This design comes from an exercise in tuning for small area, a short achievable clock period and few clock cycles on the open sky130 flow, not from production work.
RTL that was checked went through simulation tests only; none was proved equivalent to the original.
No activity file was given, so power comes from the tool's default toggle rates.

==> run R <==
Design coin_wallet, start of the top module:
module coin_wallet (
    input  wire        clk,
    input  wire        rst,
    input  wire        in_valid,
    output wire        in_ready,
    input  wire [7:0]  in_data,
    output wire        out_valid,
    input  wire        out_ready,
    output wire [7:0]  out_data,
    output wire        out_last,
    input  wire        coin_edge,
    input  wire        ms_tick,
    input  wire        restore_valid,
    input  wire [31:0] restore_bal,
    input  wire [31:0] restore_cnt,
    output wire [31:0] bal,
    output wire [31:0] cnt,
    output wire        zind,
    output reg         save_req
);
make LEC_CHECK=0 ABC_AREA=1 CAP_MARGIN=20 CORE_MARGIN=2 CORE_UTILIZATION=40 SETUP_SLACK_MARGIN=4.0 SLEW_MARGIN=20 finish   # period 8.0 ns
run.sh (not shown) runs the stock make flow with config.mk's settings and CLKGATE_MAP_FILE= SYNTH_SCRIPT=/design/flow/synth_recipe.tcl, a recipe that flattens the netlist after the stock synthesis.
==> run D (differences from run R) <==
Settings changed: SETUP_SLACK_MARGIN 4.0 to 3.5.
==> qor summary <==
quantity	run R	run D
Crit path capture type	flip-flop	primary output
Sequential fraction of total cell area	0.279	0.286
Detailed Place HPWL	60.1 mm	61.8 mm
CP Data Arrival Time	4550 ps	2820 ps
Max incr delay on CP	540 ps	660 ps
Post-CTS Repair Setup Buffers	19	3
Buffering overhead	0.0774	0.0659
Part of the power in combinational logic	0.130	0.120
Metal1 wirelength	37.5 mm	38.9 mm
P_sw	1.26 mW	1.26 mW
Portion of total power attributed to the clock network	0.446	0.464
Global routing usage summed across all routing layers	0.260	0.263
Met2 demand-to-capacity share in global routing	0.429	0.417
Non-clock buffer count	239	196
Power after layout	4.70 mW	4.80 mW
Maximum fanout encountered on the critical timing path	2	4
Internal power consumption	3.44 mW	3.54 mW
Status	timing/DRC/antenna clean	timing/DRC/antenna clean
Count of fill cells added during filler insertion	6190	6295
Capture point of the worst reg-to-reg path	x_len[5]	rq[1]
Met3 WL post-DR	5.32 mm	5.56 mm
Power attributed to sequential cells	2.00 mW	1.99 mW
Syn-to-layout area delta	19.7%	16.7%
No functional check of the RTL was part of any run of this note.


==> garnet <==
coin_wallet, a different RTL version from the one above (not shown whole).
export LEC_CHECK = 0
export ABC_AREA = 1
export CAP_MARGIN = 20
export CORE_MARGIN = 2
export CORE_UTILIZATION = 60
export SETUP_SLACK_MARGIN = 4.0
export SLEW_MARGIN = 20
create_clock -name core_clock -period 8.0 [get_ports {clk}]
==> umber: changes against garnet <==
Settings changed: CORE_UTILIZATION 60 to 40.
==> indigo: changes against garnet <==
Settings changed: CAP_MARGIN 20 to 0, CORE_UTILIZATION 60 to 40, SETUP_SLACK_MARGIN 4.0 to 4.1, SLEW_MARGIN 20 to 0.
==> notes <==
Final cell count: garnet < umber < indigo.
Against indigo, the die area of garnet is lower by 33%.
In garnet the critical path depth is higher than in umber, by 10.
Synthesized cell count is the same in umber and indigo.
In garnet the register-to-register slack is worse than in indigo, by 0.08 ns.
Against umber, the total power of indigo is lower by 1.7%.
Between umber and indigo, the lower fmax is in umber (gap about 1.2%, measured against indigo).
Worst hold slack: garnet < indigo < umber.
Between umber and garnet, the lower clock-buffer cell count is in garnet (gap 6).
The highest via count belongs to garnet, the lowest to indigo.
Testbench counts of garnet, summed over its fixed seeds: cycles 155,004.
Testbench counts of umber, summed over its fixed seeds: cycles 155,004.
Testbench counts of indigo, summed over its fixed seeds: cycles 155,004.


==> 06-08 <==
coin_wallet, a different RTL version from the one above (not shown whole).
clock: 8.0 ns
lec_check: 0
abc_area: 1
cap_margin: 20
core_margin: 2
core_utilization: 40
setup_slack_margin: 4.5
slew_margin: 20
==> 03-24: changes against 06-08 <==
- SETUP_SLACK_MARGIN: 4.5 -> 4.0
==> summary.txt <==
	03-24	06-08
Relative area of clock buffers and inverters in the final design	4.709%	5.309%
Ratio of final minimum period to clock period	50.55%	49.95%
Crit path max fanout	5	8
P_leak	11.80 nW	12.48 nW
Final worst path period need	4.044 ns	3.996 ns
Worst path arrival time	4.55 ns	4.52 ns
Maximum number of pins on one net before global-route repair	158	86
Clock group	0.00196 W	0.00229 W
Global routing usage summed across all routing layers	25.21%	25.75%
Routability Congestion	0.9765	0.9851
P_seq	0.00235 W	0.00236 W
Gate power share	24.2%	23.8%
Placed instance area	27,250 um^2	27,290 um^2
Area occupied by multi-input gates	13,270 um^2	13,870 um^2
Run status	finished clean	finished clean
Pre-antenna DRT Iters	8	5
No functional check of the RTL was part of any run of this note.


==> trial 47 <==
Another version of the RTL of coin_wallet (not shown whole).
clock: 8.0 ns
lec_check: 0
abc_area: 1
cap_margin: 0
core_margin: 2
core_utilization: 40
cts_cluster_diameter: 100
cts_cluster_size: 25
setup_slack_margin: 4.1
slew_margin: 0
==> inputs of trial 67, as changes to trial 47 <==
CORE_UTILIZATION = 50   (was 40)
SETUP_SLACK_MARGIN = 4.0   (was 4.1)
==> inputs of build 41, as changes to trial 47 <==
CTS_CLUSTER_DIAMETER = not set   (was 100)
CTS_CLUSTER_SIZE = not set   (was 25)
SETUP_SLACK_MARGIN = 4.0   (was 4.1)
==> summary.txt <==
item                                                                      trial 67        trial 47         build 41
Switching share of total power                                               0.318           0.323            0.296
Run status                                                          finished clean  finished clean   finished clean
Non-clock inverter count in the final layout                                   414             411              411
Post-route fraction of the period consumed by the critical path              0.492           0.484            0.495
Overall routing resource usage                                               0.313           0.258            0.260
Number of buffer and inverter instances along the worst setup path               3               3                1
Number of H-tree levels                                                          1               1                2
Nets@finish                                                                   3387            3391             3410
Routed length per placed instance                                          20.9 um         20.3 um          20.4 um
Cts bufs inserted                                                               19              20               42
Total placed cells including tap cells                                        3735            3903             3904
Met2 layer usage reported by global route                                    0.498           0.421            0.418
Highest-delay cell along the critical path                                    fa_2            fa_1  clkdlybuf4s50_1
Routed length on met3                                                      6540 um         5360 um          5610 um
Count of TritonRoute iterations in the first routing pass                        6               5                6
Summed area of non-filler cells in the final layout                      26900 um2       27400 um2        28000 um2
Testbench counts of trial 47, summed over its fixed seeds: cycles 155,004.
Testbench counts of trial 67, summed over its fixed seeds: cycles 155,004.
Testbench counts of build 41, summed over its fixed seeds: cycles 155,004.


==> inputs of try-lagoon <==
Another version of the RTL of coin_wallet (not shown whole).
// coin_wallet
module coin_wallet (
    input  wire        clk,
    input  wire        rst,
    input  wire        in_valid,
    output wire        in_ready,
    input  wire [7:0]  in_data,
    output wire        out_valid,
    input  wire        out_ready,
    output wire [7:0]  out_data,
    output wire        out_last,
    input  wire        coin_edge,
    input  wire        ms_tick,
    input  wire        restore_valid,
    input  wire [31:0] restore_bal,
    input  wire [31:0] restore_cnt,
    output wire [31:0] bal,
    output wire [31:0] cnt,
    output wire        zind,
    output reg         save_req
);
==> flow/config.mk <==
export PLATFORM = sky130hd
export DESIGN_NAME = coin_wallet
export DESIGN_NICKNAME = coin_wallet
export VERILOG_FILES = /design/flow/design.v
export SDC_FILE = /design/flow/constraint.sdc
export NUM_CORES = 4
export LEC_CHECK = 0
export ABC_AREA = 1
export CAP_MARGIN = 20
export CORE_MARGIN = 2
export CORE_UTILIZATION = 40
export SETUP_SLACK_MARGIN = 4
export SLEW_MARGIN = 20
==> flow/constraint.sdc <==
create_clock -name core_clock -period 8.0 [get_ports {clk}]
set_input_delay 1.6000 -clock core_clock [delete_from_list [all_inputs] [get_ports {clk}]]
set_output_delay 1.6000 -clock core_clock [all_outputs]
set_load 0.01 [all_outputs]
==> try-raven: changes against try-lagoon <==
--- a/flow/design.v
+++ b/flow/design.v
@@ -112,15 +112,16 @@
     reg        ib_dig;       
     reg        in_amt;       
     reg        ex1;          
     reg        ex_co;        
     reg        fsub;         
     wire b_ws  = (ib == 8'h20) || (ib >= 8'h09 && ib <= 8'h0d);
     wire d_dig = (in_data[7:4] == 4'h3) && (in_data[3:0] <= 4'd9);
-    wire dig_now = ibv && in_amt && ib_dig;
+    reg        m_dig, m_st1, m_st2, m_ex;
+    wire dig_now = m_dig;
     assign in_ready = ~pst[1] & ~(dig_now & ~dstep);
     wire in_fire = in_valid & in_ready;
     function [7:0] kexp(input [3:0] f, input [3:0] p);
         begin
             kexp = 8'h00;
             case (f)
                 F_G:   case (p) 4'd1: kexp = "E"; 4'd2: kexp = "T"; 4'd3: kexp = "_"; default: ; endcase
@@ -199,23 +200,26 @@
     wire is_gs  = (fam == F_GS)  && (pos == 4'd10);
     wire is_gc  = (fam == F_GC)  && (pos == 4'd14);
     wire is_rb  = (fam == F_RB)  && (pos == 4'd13);
     wire is_rc  = (fam == F_RC)  && (pos == 4'd11);
     wire is_add = (fam == F_ADD) && (pos == 4'd12);
     wire is_sub = (fam == F_SUB) && (pos == 4'd12);
     wire amt_ok = amt_any && !amt_bad;
-    wire        st1   = dig_now & ~dstep;
-    wire        st2   = dig_now &  dstep;
-    wire        ex_md = ~dig_now & (pst == P_DON);
-    wire [31:0] add_x = st1 ? {amt_val[29:0], 2'b00} :
-                        st2 ? {amt_val[30:0], 1'b0} : bal_r;
-    wire [31:0] add_y = st1 ? amt_val :
-                        st2 ? {28'd0, ib[3:0]} :
-                        ex_md ? (fsub ? ~amt_val : amt_val) : 32'd0;
-    wire        add_c = ~dig_now & (~ex_md | fsub);
+    wire        st1   = m_st1;
+    wire        st2   = m_st2;
+    wire        ex_md = m_ex;
+    reg         s_xb, s_x4, s_x2;         
+    reg         s_ya, s_yn, s_yd, s_ci;   
+    wire [31:0] add_x = ({32{s_xb}} & bal_r) |
+                        ({32{s_x4}} & {amt_val[29:0], 2'b00}) |
+                        ({32{s_x2}} & {amt_val[30:0], 1'b0});
+    wire [31:0] add_y = ({32{s_ya}} & amt_val) |
+                        ({32{s_yn}} & ~amt_val) |
+                        {28'd0, {4{s_yd}} & ib[3:0]};
+    wire        add_c = s_ci;
     wire [32:0] add_s;
     wire [32:0] cnt_inc;
     wallet_add #(.N(32)) u_add (.a(add_x), .b(add_y), .ci(add_c), .s(add_s));
     wallet_add #(.N(32)) u_inc (.a(cnt_r), .b(32'd0), .ci(1'b1), .s(cnt_inc));
     wire st1_ovf = amt_val[31] | amt_val[30] | add_s[32];
     wire st2_ovf = amt_val[31] | add_s[32];
     reg        e_ok, e_changed, e_show, e_bal0, e_cnt0, e_sum;
@@ -522,16 +526,41 @@
     wire fire    = r_act & out_ready;
     wire load    = fire & ~od_last;
     wire ex0     = (pst == P_DON) && !ibv && !x_valid;
     wire exec    = ex0 && ex1;
     wire late_ev = load && (sph == 2'd2) && !dmode && (tp == 8'd76);
     wire ab_go   = x_valid && !ab_done && !cv_busy && (!r_act || r_late || late_ev);
     wire r_start = x_valid && ab_done && (!r_act || (fire && od_last));
+    reg [1:0] pst_n;
+    reg       ibv_n, ib_dig_n, dstep_n, in_amt_n, fsub_n;
+    always @* begin
+        pst_n = pst;
+        if (in_fire && pst == P_LEN)
+            pst_n = (in_data == 8'd0) ? P_DON : P_PAY;
+        else if (in_fire && remain == 8'd1)
+            pst_n = P_DON;
+        else if (exec)
+            pst_n = P_EXD;
+        else if (cv_am && cv_last)
+            pst_n = P_LEN;
+        ibv_n    = (in_fire && pst == P_PAY) || st1;
+        ib_dig_n = (in_fire && pst == P_PAY) ? d_dig : ib_dig;
+        dstep_n  = st1 ? 1'b1 : st2 ? 1'b0 : dstep;
+        in_amt_n = (in_fire && pst == P_LEN) ? 1'b0 : (ibv && !dig_now) ? n_amt : in_amt;
+        fsub_n   = (in_fire && pst == P_LEN) ? 1'b0 : (ibv && !dig_now) ? (n_fam == F_SUB) : fsub;
+    end
+    wire dig_n = ibv_n & in_amt_n & ib_dig_n;
     always @(posedge clk) begin
         if (rst) begin
+            m_dig    <= 1'b0;
+            m_st1    <= 1'b0;
+            m_st2    <= 1'b0;
+            m_ex     <= 1'b0;
+            s_xb <= 1'b1; s_x4 <= 1'b0; s_x2 <= 1'b0;
+            s_ya <= 1'b0; s_yn <= 1'b0; s_yd <= 1'b0; s_ci <= 1'b1;
             pst      <= P_LEN;
             remain   <= 8'd0;
             ib       <= 8'd0;
             ibv      <= 1'b0;
             ib_dig   <= 1'b0;
             in_amt   <= 1'b0;
             ex1      <= 1'b0;
@@ -555,59 +584,65 @@
             tp <= 8'd0; dmode <= 1'b0; dsrc <= 2'd0; dcnt <= 4'd0;
             r_late   <= 1'b0;
             r_ok <= 1'b0; r_changed <= 1'b0; r_msg <= M_UNK; r_nc <= 4'd1;
             csum     <= 8'd0;
             save_req <= 1'b0;
         end else begin
             save_req <= 1'b0;
+            pst      <= pst_n;
+            ibv      <= ibv_n;
+            ib_dig   <= ib_dig_n;
+            dstep    <= dstep_n;
+            in_amt   <= in_amt_n;
+            fsub     <= fsub_n;
+            m_dig    <= dig_n;
+            m_st1    <= dig_n & ~dstep_n;
+            m_st2    <= dig_n &  dstep_n;
+            m_ex     <= ~dig_n & (pst_n == P_DON);
+            s_xb     <= ~dig_n;
+            s_x4     <= dig_n & ~dstep_n;
+            s_x2     <= dig_n &  dstep_n;
+            s_ya     <= dig_n ? ~dstep_n : (pst_n == P_DON) & ~fsub_n;
+            s_yn     <= ~dig_n & (pst_n == P_DON) & fsub_n;
+            s_yd     <= dig_n & dstep_n;
+            s_ci     <= ~dig_n & ((pst_n != P_DON) | fsub_n);
             if (in_fire) begin
                 if (pst == P_LEN) begin
                     remain  <= in_data;
-                    in_amt  <= 1'b0;
-                    fsub    <= 1'b0;
                     started <= 1'b0;
                     wsp     <= 1'b0;
                     fam     <= F_START;
                     pos     <= 4'd0;
                     amt_any <= 1'b0; amt_bad <= 1'b0; amt_nz <= 1'b0; amt_nd <= 4'd0;
                     amt_val <= 32'd0;
-                    pst     <= (in_data == 8'd0) ? P_DON : P_PAY;
                 end else begin
                     ib     <= in_data;
-                    ib_dig <= d_dig;
                     remain <= remain - 8'd1;
-                    if (remain == 8'd1) pst <= P_DON;
                 end
             end
-            ibv <= (in_fire && pst == P_PAY) || st1;
             if (st1) begin
-                dstep   <= 1'b1;
                 amt_val <= add_s[31:0];
                 if (st1_ovf) amt_bad <= 1'b1;
             end else if (st2) begin
-                dstep   <= 1'b0;
                 amt_val <= add_s[31:0];
                 if (st2_ovf || wsp) amt_bad <= 1'b1;
                 wsp     <= 1'b0;
                 amt_any <= 1'b1;
                 if (ib[3:0] != 4'd0) amt_nz <= 1'b1;
                 if (amt_nz || ib[3:0] != 4'd0) amt_nd <= amt_nd + 4'd1;
             end else if (ibv) begin
                 started <= n_started;
                 wsp     <= n_wsp;
                 fam     <= n_fam;
                 pos     <= n_pos;
-                in_amt  <= n_amt;
-                fsub    <= (n_fam == F_SUB);
                 amt_bad <= n_bad;
             end
             ex1   <= ex0 && !ex1;
             ex_co <= add_s[32];
             if (exec) begin
-                pst       <= P_EXD;
                 x_valid   <= 1'b1;
                 x_ok      <= e_ok;
                 x_changed <= e_changed;
                 x_show    <= e_show;
                 x_msg     <= e_msg;
                 x_nc      <= (e_show && amt_nd != 4'd0) ? amt_nd : 4'd1;
                 save_req  <= e_changed;
@@ -625,15 +660,14 @@
                 if (cv_last) begin
                     cv_busy <= 1'b0;
                     if (!cv_c) ab_done <= 1'b1;
                 end
             end
             if (cv_am) begin
                 amt_val <= {amt_val[30:0], 1'b0};
-                if (cv_last) pst <= P_LEN;
             end
             if (r_start) begin
                 x_valid   <= 1'b0;
                 ab_done   <= 1'b0;
                 r_act     <= 1'b1;
                 od        <= 8'h7e;
                 od_last   <= 1'b0;
@@ -714,16 +748,16 @@
                 bal_r <= {bal_r[30:0], bal_r[31]};
                 cnt_r <= {cnt_r[30:0], cnt_r[31]};
             end else if (restore_valid) begin
                 bal_r <= restore_bal;
                 cnt_r <= restore_cnt;
             end else if (coin_edge) begin
                 if (accept) begin
-                    if (!add_s[32]) bal_r <= add_s[31:0];
-                    if (!cnt_inc[32]) cnt_r <= cnt_inc[31:0];
+                    if (!(&bal_r)) bal_r <= add_s[31:0];
+                    if (!(&cnt_r)) cnt_r <= cnt_inc[31:0];
                     has_last <= 1'b1;
                     elapsed  <= 7'd0;
                 end else begin
                     bal_r <= 32'd0;
                     cnt_r <= 32'd0;
                 end
             end
- SETUP_SLACK_MARGIN: 4 -> 4.5
==> try-yarrow: changes against try-lagoon <==
- SETUP_SLACK_MARGIN: 4 -> not set
==> summary.txt <==
Critical path depth is the same in try-yarrow and try-lagoon. The lowest cell count belongs to try-yarrow, the highest to try-raven. Sequential share of layout area: try-raven is lower than try-yarrow (2.8 points). The highest worst setup slack belongs to try-raven, the lowest to try-yarrow. Worst hold slack: try-raven > try-lagoon > try-yarrow. Non-clock buffer count, highest first: try-raven, try-lagoon, try-yarrow. The lowest maximum frequency belongs to try-yarrow, the highest to try-raven.
==> figures <==
quantity                                                           try-raven      try-lagoon      try-yarrow
Power per cell area                                               143 nW/µm²      140 nW/µm²      150 nW/µm²
Top fanout value on the critical path                                      5               5              64
Outcome                                                       finished clean  finished clean  finished clean
Destination of the worst register-to-register timing path          bal_r[31]       bal_r[22]        bal_r[8]
Reg area                                                            8170 µm²        8010 µm²        8000 µm²
Pin count of the biggest net entering global routing                      73              77              74
Number of buffers added by the clock tree synthesis step                  44              42              41
DP Cell Count                                                           4552            4474            4476
Clk_buf instances                                                         59              52              50
Setup Skew                                                         0.0391 ns       0.0290 ns       0.0280 ns
Start of the worst register-to-register path                            s_yd          ib_dig             ibv
Area fraction in and, or, nand and nor cells after synthesis           27.2%           28.4%           28.4%
Power in the clock group                                             2.04 mW         1.91 mW         1.92 mW
Adder-Cell Fraction of Synth Area                                      7.54%           7.75%           7.75%
Power Internal                                                       3.34 mW         3.16 mW         3.15 mW
Post-CTS Setup Repair Bufs                                                85              78               0
No functional check of the RTL was part of any run of this note.

[separate check: timing with driven ports]
In the flow no input, the clock included, has a driving cell. The finished layouts below were timed again as built, in two steps. Step 1 (the two cells are an assumption about what drives the block):
set clk [get_ports {clk}]
set_driving_cell -lib_cell sky130_fd_sc_hd__clkbuf_16 $clk
set_driving_cell -lib_cell sky130_fd_sc_hd__buf_2 [delete_from_list [all_inputs] $clk]
Step 2 adds t to the input delays and takes it off the output delays; t is the mean of the earliest and latest rising clock arrival at the registers after step 1. Input paths then give back, and output paths get back, about the clock's delay inside the block. Slacks: no drivers / after step 1 / after step 2; pairs: no drivers / after step 1.
run | shift t [ns] | slack for setup (ns) | hold WS [ns] | worst data-port slew with drivers (ns) | pins driven straight from the clock port
run R | 0.633 | 3.922 / 3.922 / 3.524 | 0.427 / 0.427 / 0.427 | 0.10 | 1
run D | 0.641 | 3.584 / 3.518 / 3.152 | 0.414 / 0.414 / 0.414 | 0.09 | 1
garnet | 0.621 | 4.078 / 4.076 / 3.667 | 0.404 / 0.404 / 0.404 | 0.05 | 1
umber | 0.646 | 4.113 / 4.113 / 3.619 | 0.426 / 0.426 / 0.426 | 0.09 | 1
indigo | 0.629 | 4.160 / 4.160 / 3.689 | 0.417 / 0.417 / 0.417 | 0.09 | 1
06-08 | 0.641 | 4.004 / 4.004 / 4.004 | 0.423 / 0.423 / 0.423 | 0.08 | 1
03-24 | 0.643 | 3.956 / 3.956 / 3.662 | 0.421 / 0.421 / 0.421 | 0.07 | 1
trial 47 | 0.621 | 4.129 / 4.127 / 3.743 | 0.423 / 0.423 / 0.423 | 0.07 | 1
trial 67 | 0.613 | 4.067 / 4.028 / 3.594 | 0.427 / 0.427 / 0.427 | 0.06 | 1
build 41 | 0.617 | 4.038 / 3.979 / 3.608 | 0.418 / 0.418 / 0.418 | 0.08 | 1
try-lagoon | 0.625 | 3.617 / 3.617 / 3.617 | 0.420 / 0.420 / 0.420 | 0.06 | 1
try-raven | 0.655 | 3.726 / 3.726 / 3.633 | 0.421 / 0.421 / 0.421 | 0.08 | 1
try-yarrow | 0.625 | 1.609 / 1.609 / 1.609 | 0.417 / 0.417 / 0.417 | 0.06 | 1
After both steps setup and hold are still met in every run listed. For umber, which loses most, drivers alone change the setup slack by 0.000 ns; drivers and shift together by -0.494 ns.
